Source: an optimization exercise on an open RTL-to-GDS flow (aim: small area, a short achievable clock period and few clock cycles per item). Production flows keep margins and buffers that such runs may drop. At most, simulation tests tie the RTL to the original design; equivalence was not proved. Power is estimated from default activity; no workload was simulated.

==> harbor <==
// fpc_sink
module fpc_sink (
    input  wire        clk,
    input  wire        rst,
    input  wire        in_valid,
    output wire        in_ready,
    input  wire [31:0] in_data,       
    input  wire [2:0]  in_nbytes,     
    input  wire        in_sop,        
    input  wire        in_eop,        
    input  wire        in_fd,         
    input  wire        in_keep,       
    output reg         out_valid,
    input  wire        out_ready,
    output wire [10:0] out_apid,
    output wire [2:0]  out_ver,
    output wire        out_type,
    output wire        out_shf,
    output wire [1:0]  out_sf,
    output wire [13:0] out_cnt,
    output wire [16:0] out_len,
    output wire [31:0] out_rx,
    output wire        out_short,
    output wire        out_long,
    output wire        out_no_trailer,
    output reg         out_crc_fail,
    output reg         out_saved,
    output wire [15:0] out_crc_rx,
    output wire [15:0] out_crc_calc,
    output wire        out_fd,
    output wire        out_group_end,
    output reg  [31:0] cnt_saved,
    output reg  [31:0] cnt_crcfail
);
Settings: LEC_CHECK=0, ABC_CLOCK_PERIOD_IN_PS=3300, CAP_MARGIN=20, CORE_MARGIN=2, CORE_UTILIZATION=40, SETUP_SLACK_MARGIN=4.7, SLEW_MARGIN=20; clock period 8.0 ns.
run.sh (not shown) runs the stock make flow with config.mk's settings and CLKGATE_MAP_FILE= SYNTH_SCRIPT=/design/flow/synth_recipe.tcl, a recipe that flattens the netlist after the stock synthesis.
==> inputs of raven, as changes to harbor <==
--- a/flow/design.v
+++ b/flow/design.v
@@ -69,53 +69,30 @@
     endfunction
     reg        rdy;           
     assign in_ready = rdy;
     wire acc = in_valid & rdy;
     reg [2:0]  hc;            
     reg [31:0] hdr;           
     reg [16:0] len;           
-    function [12:0] itab(input [2:0] h0, input [2:0] nb);
-        integer hh, nn, nd, aa, mm, k;
-        reg [12:0] t;
-        begin
-            itab = 13'd0;
-            for (hh = 0; hh < 7; hh = hh + 1)
-                for (nn = 0; nn < 5; nn = nn + 1)
-                    if (h0 == hh && nb == nn) begin
-                        nd = 6 - hh;
-                        aa = (nn < nd) ? nn : nd;
-                        mm = nn - aa;
-                        t[12:10] = hh + aa;
-                        t[9:8]   = aa;
-                        t[7:5]   = mm;
-                        for (k = 0; k < 4; k = k + 1)
-                            t[1 + k] = (mm > k);
-                        t[0]     = (hh < 6) && (hh + nn >= 6);
-                        itab = t;
-                    end
-        end
-    endfunction
-    wire [12:0] i_tab  = in_sop ? itab(3'd0, in_nbytes) : itab(hc, in_nbytes);
-    wire [2:0]  i_hc1  = i_tab[12:10];
-    wire [1:0]  i_a    = i_tab[9:8];
-    wire [2:0]  i_m    = i_tab[7:5];
-    wire [3:0]  i_mt   = i_tab[4:1];
-    wire        i_hdone = i_tab[0];
-    function hb_w(input [2:0] n, input [2:0] h);
-        hb_w = (h <= n) && ({1'b0, n} <= {1'b0, h} + 4'd3);
+    wire [2:0] i_hc0   = in_sop ? 3'd0 : hc;
+    wire       i_hopen = (i_hc0 != 3'd6);
+    wire [2:0] i_a     = i_hopen ? min3(in_nbytes, 3'd6 - i_hc0) : 3'd0;
+    wire [2:0] i_m     = in_nbytes - i_a;
+    wire       i_hdone = i_hopen && ({1'b0, i_hc0} + {1'b0, in_nbytes} >= 4'd6);
+    function hb_in(input [2:0] n, input [2:0] h0, input [2:0] nb);
+        hb_in = (h0 <= n) && ({1'b0, n} < {1'b0, h0} + {1'b0, nb});
     endfunction
     reg        b_v;
     reg [31:0] b_data;
     reg [1:0]  b_a;           
-    reg [3:0]  b_mt;          
     reg [2:0]  b_m;           
     reg        b_hdone;       
     reg        b_sop, b_eop, b_fd, b_keep;
     reg [16:0] rem;           
-    reg [5:0]  rem_gt;        
+    reg [2:0]  rem7;          
     reg        shrt;          
     reg        lng;           
     reg        nt;            
     reg [31:0] rx;
     reg [7:0]  trl_hi, trl_lo;
     reg        r_fd, r_keep;
     assign out_ver        = hdr[31:29];
@@ -128,67 +105,51 @@
     assign out_len        = len;
     assign out_rx         = rx;
     assign out_short      = shrt;
     assign out_long       = lng;
     assign out_no_trailer = nt;
     assign out_crc_rx     = {trl_hi, trl_lo};
     assign out_fd         = r_fd;
-    wire [5:0]  len_gt;                                    
-    wire [5:0]  q_gt;
-    genvar gj;
-    generate
-        for (gj = 0; gj < 6; gj = gj + 1) begin : g_q
-            assign len_gt[gj] = (len[15:3] != 13'd0) || (len[2:0] >= gj);
-            assign q_gt[gj]   = b_hdone ? len_gt[gj] : rem_gt[gj];
-        end
-    endgenerate
+    wire [2:0]  len7  = (len[15:3] != 13'd0 || len[2:0] == 3'd7) ? 3'd7 : len[2:0] + 3'd1;
+    wire [31:0] l_inc16 = inc32({16'd0, len[15:0]});
+    wire [2:0]  qs    = b_hdone ? len7 : rem7;            
     wire        nt0   = b_hdone ? (len[15:0] == 16'd0) : nt;
-    wire [31:0] l_inc16 = inc32({16'd0, len[15:0]});
-    wire [3:0]  pt    = {4{shrt}} & b_mt & q_gt[5:2];
-    wire [3:0]  kt    = {4{shrt && !nt0}} & b_mt & q_gt[3:0];
-    wire        to_full = shrt && b_mt[0] && !(|(q_gt[4:0] & ~{1'b0, b_mt}));   
-    wire        to_long = b_mt[0] && (!shrt || (|(b_mt & ~q_gt[3:0])));          
+    wire [2:0]  qp    = (qs >= 3'd2) ? qs - 3'd2 : 3'd0;   
+    wire [2:0]  p     = shrt ? min3(b_m, qp) : 3'd0;
+    wire        th_in = shrt && (qs >= 3'd2) && (qp < b_m);
+    wire        tl_in = shrt && !nt0 && (qs - 3'd1 < b_m);
+    wire [1:0]  th_ln = b_a + qs[1:0] - 2'd2;
+    wire [1:0]  tl_ln = b_a + qs[1:0] - 2'd1;
+    wire        to_full = shrt && (b_m != 3'd0) && (b_m >= qs);              
+    wire        to_long = (b_m != 3'd0) && (!shrt || (b_m > qs));
     wire        r_brw  = (rem[3:0] < {1'b0, b_m});
     wire [4:0]  r_lo   = {1'b0, rem[3:0]} - {2'd0, b_m};
     wire [31:0] r_dec  = dec32({19'd0, rem[16:4]});
     wire [16:0] rem_n  = {r_brw ? r_dec[12:0] : rem[16:4], r_lo[3:0]};
     wire [4:0]  l_lo   = {1'b0, len[3:0]} + 5'd1 - {2'd0, b_m};    
     wire        l_cry  = (l_lo == 5'd16);
     wire        l_brw  = l_lo[4] && !l_cry;
     wire [31:0] l_inc  = inc32({20'd0, len[15:4]});
     wire [31:0] l_dec  = dec32({20'd0, len[15:4]});
     wire [16:0] len_m  = {l_cry ? l_inc[12:0] : l_brw ? l_dec[12:0] : {1'b0, len[15:4]},
                           l_lo[3:0]};
     wire [16:0] rem_x  = b_hdone ? len_m : rem_n;
-    function gtab(input [3:0] x, input [2:0] m, input integer j);
-        integer xx, mm;
-        begin
-            gtab = 1'b0;
-            for (xx = 0; xx < 16; xx = xx + 1)
-                for (mm = 0; mm < 5; mm = mm + 1)
-                    if (x == xx && m == mm)
-                        gtab = (xx > j + mm);
-        end
-    endfunction
     wire        r_hi   = (rem[16:4] != 13'd0);
     wire        l_hi   = (len[15:4] != 12'd0);
-    wire [5:0]  rem_gt_n;
-    generate
-        for (gj = 0; gj < 6; gj = gj + 1) begin : g_r
-            assign rem_gt_n[gj] = b_hdone ? (l_hi || gtab(len[3:0], b_m, gj - 1))
-                                          : (r_hi || gtab(rem[3:0], b_m, gj));
-        end
-    endgenerate
+    wire [2:0]  r_s7   = (r_hi || r_lo[4] || r_lo[3]) ? 3'd7 : r_lo[2:0];
+    wire [2:0]  l_s7   = (l_hi || l_lo[4] || l_lo[3]) ? 3'd7 : l_lo[2:0];
+    wire [2:0]  rem7_n = b_hdone ? l_s7 : r_s7;
     wire [3:0]  x_lo  = {1'b0, rx[2:0]} + {1'b0, b_m};
     wire [28:0] x_up  = inc32({3'd0, rx[31:3]});
     wire        x_sat = x_lo[3] && (rx[31:3] == 29'h1FFF_FFFF);
     wire [31:0] rx_n  = b_sop ? 32'd0 : x_sat ? 32'hFFFF_FFFF :
                         {x_lo[3] ? x_up : rx[31:3], x_lo[2:0]};
     wire [31:0] d_al  = b_data << {b_a, 3'b000};
-    wire [31:0] d_msk = {{8{pt[0]}}, {8{pt[1]}}, {8{pt[2]}}, {8{pt[3]}}};
+    wire [31:0] d_msk = {(p > 3'd0) ? 8'hFF : 8'h00, (p > 3'd1) ? 8'hFF : 8'h00,
+                         (p > 3'd2) ? 8'hFF : 8'h00, (p > 3'd3) ? 8'hFF : 8'h00};
     reg [31:0] c_data;
     reg [4:0]  c_p;           
     reg        c_sop, c_eop;
     reg [15:0] crc;
     assign out_crc_calc = crc;
     wire [47:0] cx = {crc ^ c_data[31:16], c_data[15:0], 16'd0};
     wire [47:0] cv = ({48{c_p[0]}} & (cx >> 32)) |
@@ -202,67 +163,62 @@
     wire       v_ok    = !nt && ({trl_hi, trl_lo} == crc);
     wire       v_fail  = !shrt && !v_ok;
     wire       v_saved = !shrt && (v_ok || r_keep);
     wire [31:0] cs_inc = inc32(cnt_saved);
     wire [31:0] cf_inc = inc32(cnt_crcfail);
     always @(posedge clk) begin
         b_data  <= in_data;
-        b_a     <= i_a;
-        b_mt    <= i_mt;
+        b_a     <= i_a[1:0];
         b_m     <= i_m;
         b_hdone <= i_hdone;
         b_sop   <= in_sop;
         b_eop   <= in_eop;
         b_fd    <= in_fd;
         b_keep  <= in_keep;
         if (acc) begin
-            hc <= i_hc1;
-            if (in_sop || hb_w(3'd0, hc))
+            hc <= i_hc0 + i_a;
+            if (in_sop ? (in_nbytes > 3'd0) : hb_in(3'd0, hc, in_nbytes))
                 hdr[31:24] <= in_data[31:24];
-            if (in_sop || hb_w(3'd1, hc))
+            if (in_sop ? (in_nbytes > 3'd1) : hb_in(3'd1, hc, in_nbytes))
                 hdr[23:16] <= in_sop ? in_data[23:16] : lane(in_data, 2'd1 - hc[1:0]);
-            if (in_sop || hb_w(3'd2, hc))
+            if (in_sop ? (in_nbytes > 3'd2) : hb_in(3'd2, hc, in_nbytes))
                 hdr[15:8]  <= in_sop ? in_data[15:8]  : lane(in_data, 2'd2 - hc[1:0]);
-            if (in_sop || hb_w(3'd3, hc))
+            if (in_sop ? (in_nbytes > 3'd3) : hb_in(3'd3, hc, in_nbytes))
                 hdr[7:0]   <= in_sop ? in_data[7:0]   : lane(in_data, 2'd3 - hc[1:0]);
-            if (!in_sop && hb_w(3'd4, hc))
+            if (!in_sop && hb_in(3'd4, hc, in_nbytes))
                 len[15:8]  <= lane(in_data, 2'd0 - hc[1:0]);
-            if (!in_sop && hb_w(3'd5, hc)) begin
+            if (!in_sop && hb_in(3'd5, hc, in_nbytes)) begin
                 len[7:0]   <= lane(in_data, 2'd1 - hc[1:0]);
                 len[16]    <= 1'b0;
             end
         end
         if (b_v) begin
             if (b_hdone) begin
                 len <= l_inc16;
                 nt  <= nt0;
             end
             rem  <= rem_x;
-            rem_gt <= rem_gt_n;
+            rem7 <= rem7_n;
             shrt <= b_sop || (shrt && !to_full);
             lng  <= !b_sop && (lng || to_long);
             rx   <= rx_n;
             if (b_sop) begin
                 trl_hi <= 8'd0;
                 trl_lo <= 8'd0;
             end else begin
-                if (kt[0]) begin
-                    trl_lo <= kt[3] ? d_al[7:0] : kt[2] ? d_al[15:8] :
-                              kt[1] ? d_al[23:16] : d_al[31:24];
-                    trl_hi <= kt[3] ? d_al[15:8] : kt[2] ? d_al[23:16] :
-                              kt[1] ? d_al[31:24] : trl_lo;
-                end
+                if (th_in) trl_hi <= lane(b_data, th_ln);
+                if (tl_in) trl_lo <= lane(b_data, tl_ln);
             end
             if (b_eop) begin
                 r_fd   <= b_fd;
                 r_keep <= b_keep;
             end
         end
         c_data <= d_al & d_msk;
-        c_p    <= b_v ? {pt[3], pt[2] & ~pt[3], pt[1] & ~pt[2], pt[0] & ~pt[1], ~pt[0]} : 5'd1;
+        c_p    <= b_v ? (5'd1 << p) : 5'd1;
         c_sop  <= b_v && b_sop;
         c_eop  <= b_v && b_eop;
         if (c_sop)
             crc <= 16'hFFFF;
         else
             crc <= crc_nx;
         if (d_v && !v_fill) begin
==> flow/config.mk (replaced) <==
export PLATFORM = sky130hd
export DESIGN_NAME = fpc_sink
export DESIGN_NICKNAME = fpc_sink
export VERILOG_FILES = /design/flow/design.v
export SDC_FILE = /design/flow/constraint.sdc
export NUM_CORES = 4
export LEC_CHECK = 0
export CAP_MARGIN = 20
export CORE_MARGIN = 2
export CORE_UTILIZATION = 40
export SLEW_MARGIN = 20
==> inputs of zinc, as changes to harbor <==
--- a/flow/design.v
+++ b/flow/design.v
@@ -66,14 +66,15 @@
     endfunction
     function [2:0] min3(input [2:0] x, input [2:0] y);
         min3 = (x < y) ? x : y;
     endfunction
     reg        rdy;           
     assign in_ready = rdy;
     wire acc = in_valid & rdy;
+    wire acc_nr = acc & !rst;      
     reg [2:0]  hc;            
     reg [31:0] hdr;           
     reg [16:0] len;           
     function [12:0] itab(input [2:0] h0, input [2:0] nb);
         integer hh, nn, nd, aa, mm, k;
         reg [12:0] t;
         begin
@@ -99,23 +100,22 @@
     wire [1:0]  i_a    = i_tab[9:8];
     wire [2:0]  i_m    = i_tab[7:5];
     wire [3:0]  i_mt   = i_tab[4:1];
     wire        i_hdone = i_tab[0];
     function hb_w(input [2:0] n, input [2:0] h);
         hb_w = (h <= n) && ({1'b0, n} <= {1'b0, h} + 4'd3);
     endfunction
-    reg        b_v;
     reg [31:0] b_data;
     reg [1:0]  b_a;           
     reg [3:0]  b_mt;          
     reg [2:0]  b_m;           
     reg        b_hdone;       
-    reg        b_sop, b_eop, b_fd, b_keep;
-    reg [16:0] rem;           
-    reg [5:0]  rem_gt;        
+    reg        b_sop, b_eop;
+    reg [15:0] rem;           
+    wire [5:0] rem_gt;        
     reg        shrt;          
     reg        lng;           
     reg        nt;            
     reg [31:0] rx;
     reg [7:0]  trl_hi, trl_lo;
     reg        r_fd, r_keep;
     assign out_ver        = hdr[31:29];
@@ -134,54 +134,39 @@
     assign out_fd         = r_fd;
     wire [5:0]  len_gt;                                    
     wire [5:0]  q_gt;
     genvar gj;
     generate
         for (gj = 0; gj < 6; gj = gj + 1) begin : g_q
             assign len_gt[gj] = (len[15:3] != 13'd0) || (len[2:0] >= gj);
+            assign rem_gt[gj] = (rem[15:3] != 13'd0) || (rem[2:0] >= gj);
             assign q_gt[gj]   = b_hdone ? len_gt[gj] : rem_gt[gj];
         end
     endgenerate
     wire        nt0   = b_hdone ? (len[15:0] == 16'd0) : nt;
     wire [31:0] l_inc16 = inc32({16'd0, len[15:0]});
     wire [3:0]  pt    = {4{shrt}} & b_mt & q_gt[5:2];
     wire [3:0]  kt    = {4{shrt && !nt0}} & b_mt & q_gt[3:0];
     wire        to_full = shrt && b_mt[0] && !(|(q_gt[4:0] & ~{1'b0, b_mt}));   
     wire        to_long = b_mt[0] && (!shrt || (|(b_mt & ~q_gt[3:0])));          
-    wire        r_brw  = (rem[3:0] < {1'b0, b_m});
-    wire [4:0]  r_lo   = {1'b0, rem[3:0]} - {2'd0, b_m};
-    wire [31:0] r_dec  = dec32({19'd0, rem[16:4]});
-    wire [16:0] rem_n  = {r_brw ? r_dec[12:0] : rem[16:4], r_lo[3:0]};
-    wire [4:0]  l_lo   = {1'b0, len[3:0]} + 5'd1 - {2'd0, b_m};    
-    wire        l_cry  = (l_lo == 5'd16);
-    wire        l_brw  = l_lo[4] && !l_cry;
-    wire [31:0] l_inc  = inc32({20'd0, len[15:4]});
-    wire [31:0] l_dec  = dec32({20'd0, len[15:4]});
-    wire [16:0] len_m  = {l_cry ? l_inc[12:0] : l_brw ? l_dec[12:0] : {1'b0, len[15:4]},
-                          l_lo[3:0]};
-    wire [16:0] rem_x  = b_hdone ? len_m : rem_n;
+    wire [15:0] r_base = b_hdone ? len[15:0] : rem;
+    wire        r_brw  = (r_base[3:0] < {1'b0, b_m});
+    wire [3:0]  r_lo   = r_base[3:0] - {1'b0, b_m};
+    wire [31:0] r_dec  = dec32({20'd0, r_base[15:4]});
+    wire [15:0] rem_x  = {r_brw ? r_dec[11:0] : r_base[15:4], r_lo};
     function gtab(input [3:0] x, input [2:0] m, input integer j);
         integer xx, mm;
         begin
             gtab = 1'b0;
             for (xx = 0; xx < 16; xx = xx + 1)
                 for (mm = 0; mm < 5; mm = mm + 1)
                     if (x == xx && m == mm)
                         gtab = (xx > j + mm);
         end
     endfunction
-    wire        r_hi   = (rem[16:4] != 13'd0);
-    wire        l_hi   = (len[15:4] != 12'd0);
-    wire [5:0]  rem_gt_n;
-    generate
-        for (gj = 0; gj < 6; gj = gj + 1) begin : g_r
-            assign rem_gt_n[gj] = b_hdone ? (l_hi || gtab(len[3:0], b_m, gj - 1))
-                                          : (r_hi || gtab(rem[3:0], b_m, gj));
-        end
-    endgenerate
     wire [3:0]  x_lo  = {1'b0, rx[2:0]} + {1'b0, b_m};
     wire [28:0] x_up  = inc32({3'd0, rx[31:3]});
     wire        x_sat = x_lo[3] && (rx[31:3] == 29'h1FFF_FFFF);
     wire [31:0] rx_n  = b_sop ? 32'd0 : x_sat ? 32'hFFFF_FFFF :
                         {x_lo[3] ? x_up : rx[31:3], x_lo[2:0]};
     wire [31:0] d_al  = b_data << {b_a, 3'b000};
     wire [31:0] d_msk = {{8{pt[0]}}, {8{pt[1]}}, {8{pt[2]}}, {8{pt[3]}}};
@@ -203,23 +188,25 @@
     wire       v_fail  = !shrt && !v_ok;
     wire       v_saved = !shrt && (v_ok || r_keep);
     wire [31:0] cs_inc = inc32(cnt_saved);
     wire [31:0] cf_inc = inc32(cnt_crcfail);
     always @(posedge clk) begin
         b_data  <= in_data;
         b_a     <= i_a;
-        b_mt    <= i_mt;
-        b_m     <= i_m;
-        b_hdone <= i_hdone;
-        b_sop   <= in_sop;
-        b_eop   <= in_eop;
-        b_fd    <= in_fd;
-        b_keep  <= in_keep;
+        b_mt    <= acc_nr ? i_mt : 4'd0;
+        b_m     <= acc_nr ? i_m : 3'd0;
+        b_hdone <= acc_nr && i_hdone;
+        b_sop   <= acc_nr && in_sop;
+        b_eop   <= acc_nr && in_eop;
         if (acc) begin
             hc <= i_hc1;
+            if (in_eop) begin
+                r_fd   <= in_fd;
+                r_keep <= in_keep;
+            end
             if (in_sop || hb_w(3'd0, hc))
                 hdr[31:24] <= in_data[31:24];
             if (in_sop || hb_w(3'd1, hc))
                 hdr[23:16] <= in_sop ? in_data[23:16] : lane(in_data, 2'd1 - hc[1:0]);
             if (in_sop || hb_w(3'd2, hc))
                 hdr[15:8]  <= in_sop ? in_data[15:8]  : lane(in_data, 2'd2 - hc[1:0]);
             if (in_sop || hb_w(3'd3, hc))
@@ -227,63 +214,56 @@
             if (!in_sop && hb_w(3'd4, hc))
                 len[15:8]  <= lane(in_data, 2'd0 - hc[1:0]);
             if (!in_sop && hb_w(3'd5, hc)) begin
                 len[7:0]   <= lane(in_data, 2'd1 - hc[1:0]);
                 len[16]    <= 1'b0;
             end
         end
-        if (b_v) begin
+        begin
             if (b_hdone) begin
                 len <= l_inc16;
                 nt  <= nt0;
             end
             rem  <= rem_x;
-            rem_gt <= rem_gt_n;
             shrt <= b_sop || (shrt && !to_full);
             lng  <= !b_sop && (lng || to_long);
             rx   <= rx_n;
             if (b_sop) begin
                 trl_hi <= 8'd0;
                 trl_lo <= 8'd0;
             end else begin
                 if (kt[0]) begin
                     trl_lo <= kt[3] ? d_al[7:0] : kt[2] ? d_al[15:8] :
                               kt[1] ? d_al[23:16] : d_al[31:24];
                     trl_hi <= kt[3] ? d_al[15:8] : kt[2] ? d_al[23:16] :
                               kt[1] ? d_al[31:24] : trl_lo;
                 end
             end
-            if (b_eop) begin
-                r_fd   <= b_fd;
-                r_keep <= b_keep;
-            end
         end
         c_data <= d_al & d_msk;
-        c_p    <= b_v ? {pt[3], pt[2] & ~pt[3], pt[1] & ~pt[2], pt[0] & ~pt[1], ~pt[0]} : 5'd1;
-        c_sop  <= b_v && b_sop;
-        c_eop  <= b_v && b_eop;
+        c_p    <= {pt[3], pt[2] & ~pt[3], pt[1] & ~pt[2], pt[0] & ~pt[1], ~pt[0]};
+        c_sop  <= b_sop;
+        c_eop  <= b_eop;
         if (c_sop)
             crc <= 16'hFFFF;
         else
             crc <= crc_nx;
         if (d_v && !v_fill) begin
             out_crc_fail <= v_fail;
             out_saved    <= v_saved;
         end
         if (rst) begin
             rdy         <= 1'b1;
-            b_v         <= 1'b0;
             c_sop       <= 1'b0;
             c_eop       <= 1'b0;
             d_v         <= 1'b0;
             out_valid   <= 1'b0;
             cnt_saved   <= 32'd0;
             cnt_crcfail <= 32'd0;
         end else begin
-            b_v <= acc;
             d_v <= c_eop;
             if (acc && in_eop)
                 rdy <= 1'b0;
             if (out_valid && out_ready) begin
                 out_valid <= 1'b0;
                 rdy       <= 1'b1;
             end
==> flow/flow/run.sh (new file) <==
#!/bin/bash
# Standard layout, with the port buffers made from a plain buffer cell
# (buffer_ports otherwise picks the delay cell clkdlybuf4s50_1).
set -euo pipefail
export BUFFER_PORTS_ARGS="-buffer_cell sky130_fd_sc_hd__buf_2"
bash standard.sh > standard_flow.log 2>&1
==> flow/standard.sh (new file) <==
#!/bin/bash
# synth_recipe.tcl (not shown) runs the flow's synth.tcl, then flattens the netlist and writes it again
# the make line also repeats each setting of config.mk as NAME=value (left out here)
make -C /OpenROAD-flow-scripts/flow DESIGN_CONFIG=/design/flow/config.mk WORK_HOME=/design/flow/orfs CLKGATE_MAP_FILE= SYNTH_SCRIPT=/design/flow/synth_recipe.tcl "${@:-finish}"
--- a/flow/config.mk
+++ b/flow/config.mk
@@ -5,9 +5,9 @@
 export SDC_FILE = /design/flow/constraint.sdc
 export NUM_CORES = 4
 export LEC_CHECK = 0
 export ABC_CLOCK_PERIOD_IN_PS = 3300
 export CAP_MARGIN = 20
 export CORE_MARGIN = 2
 export CORE_UTILIZATION = 40
-export SETUP_SLACK_MARGIN = 4.7
+export SETUP_SLACK_MARGIN = 5.0
 export SLEW_MARGIN = 20
removed: flow/run.sh
==> key figures <==
Placement
  • Cell total after placement: 2,335

STA
  • Final setup margin: 5.10 ns

Layout
  • Non-clk buf share: 0.0864
  • Seq Cell Count: 288

Worst setup path
  • Critical path depth: 11

Detailed routing
  • Met2 wire len: 22.4 mm

Run status
  • Status: complete, no violations

Synthesis
  • Synthesized area per cell: 9.01 um2
That was zinc.
==> key figures <==
STA
  • Final setup margin: 2.96 ns

Placement
  • Cell total after placement: 2,435

Layout
  • Non-clk buf share: 0.116
  • Seq Cell Count: 292

Run status
  • Status: complete, no violations

Synthesis
  • Synthesized area per cell: 9.63 um2
  • Synth Area in Simple Gates: 0.168

Worst setup path
  • Critical path depth: 16

Detailed routing
  • Met2 wire len: 21.2 mm
That was raven.
==> key figures <==
Run status
  • Status: complete, no violations

Layout
  • Non-clk buf share: 0.121
  • Seq Cell Count: 298

Clock network
  • CTS Buf Count: 37

Power
  • Net Sw Frac: 0.340

Worst setup path
  • Critical path peak fanout: 7
  • Critical path depth: 1

Detailed routing
  • Met2 wire len: 25.1 mm

Synthesis
  • Synthesized area per cell: 8.80 um2

STA
  • Final setup margin: 4.67 ns

Placement
  • Cell total after placement: 2,716
That was harbor.
Testbench counts of zinc, summed over its fixed seeds: cycles 102,698, bytes 368,401.
The RTL of harbor and raven was laid out without a check of its function.

-- what the ideal ports hide --
No port has a modelled driver above. Below, the same layouts with a new extraction and two added sets of constraints. Step 1 (the two cells are an assumption about what drives the block):
set clk [get_ports {clk}]
set_driving_cell -lib_cell sky130_fd_sc_hd__clkbuf_16 $clk
set_driving_cell -lib_cell sky130_fd_sc_hd__buf_2 [delete_from_list [all_inputs] $clk]
Step 2 adds t to the input delays and takes it off the output delays; t is the mean of the earliest and latest rising clock arrival at the registers after step 1. Input paths then give back, and output paths get back, about the clock's delay inside the block. a / b / c = ideal / step 1 / step 2; a / b = the first two.
| run | t (ns) | setup slack, ns | worst setup path after step 2 |
|---|---|---|---|
| harbor | 0.611 | 4.666 / 4.610 / 4.264 | input to register |
| raven | 0.599 | 2.958 / 2.958 / 2.430 | input to register |
| zinc | 0.580 | 5.098 / 5.055 / 4.624 | input to register |
After both steps setup and hold are still met in every run listed. For raven, which loses most, drivers alone change the setup slack by 0.000 ns; drivers and shift together by -0.528 ns.
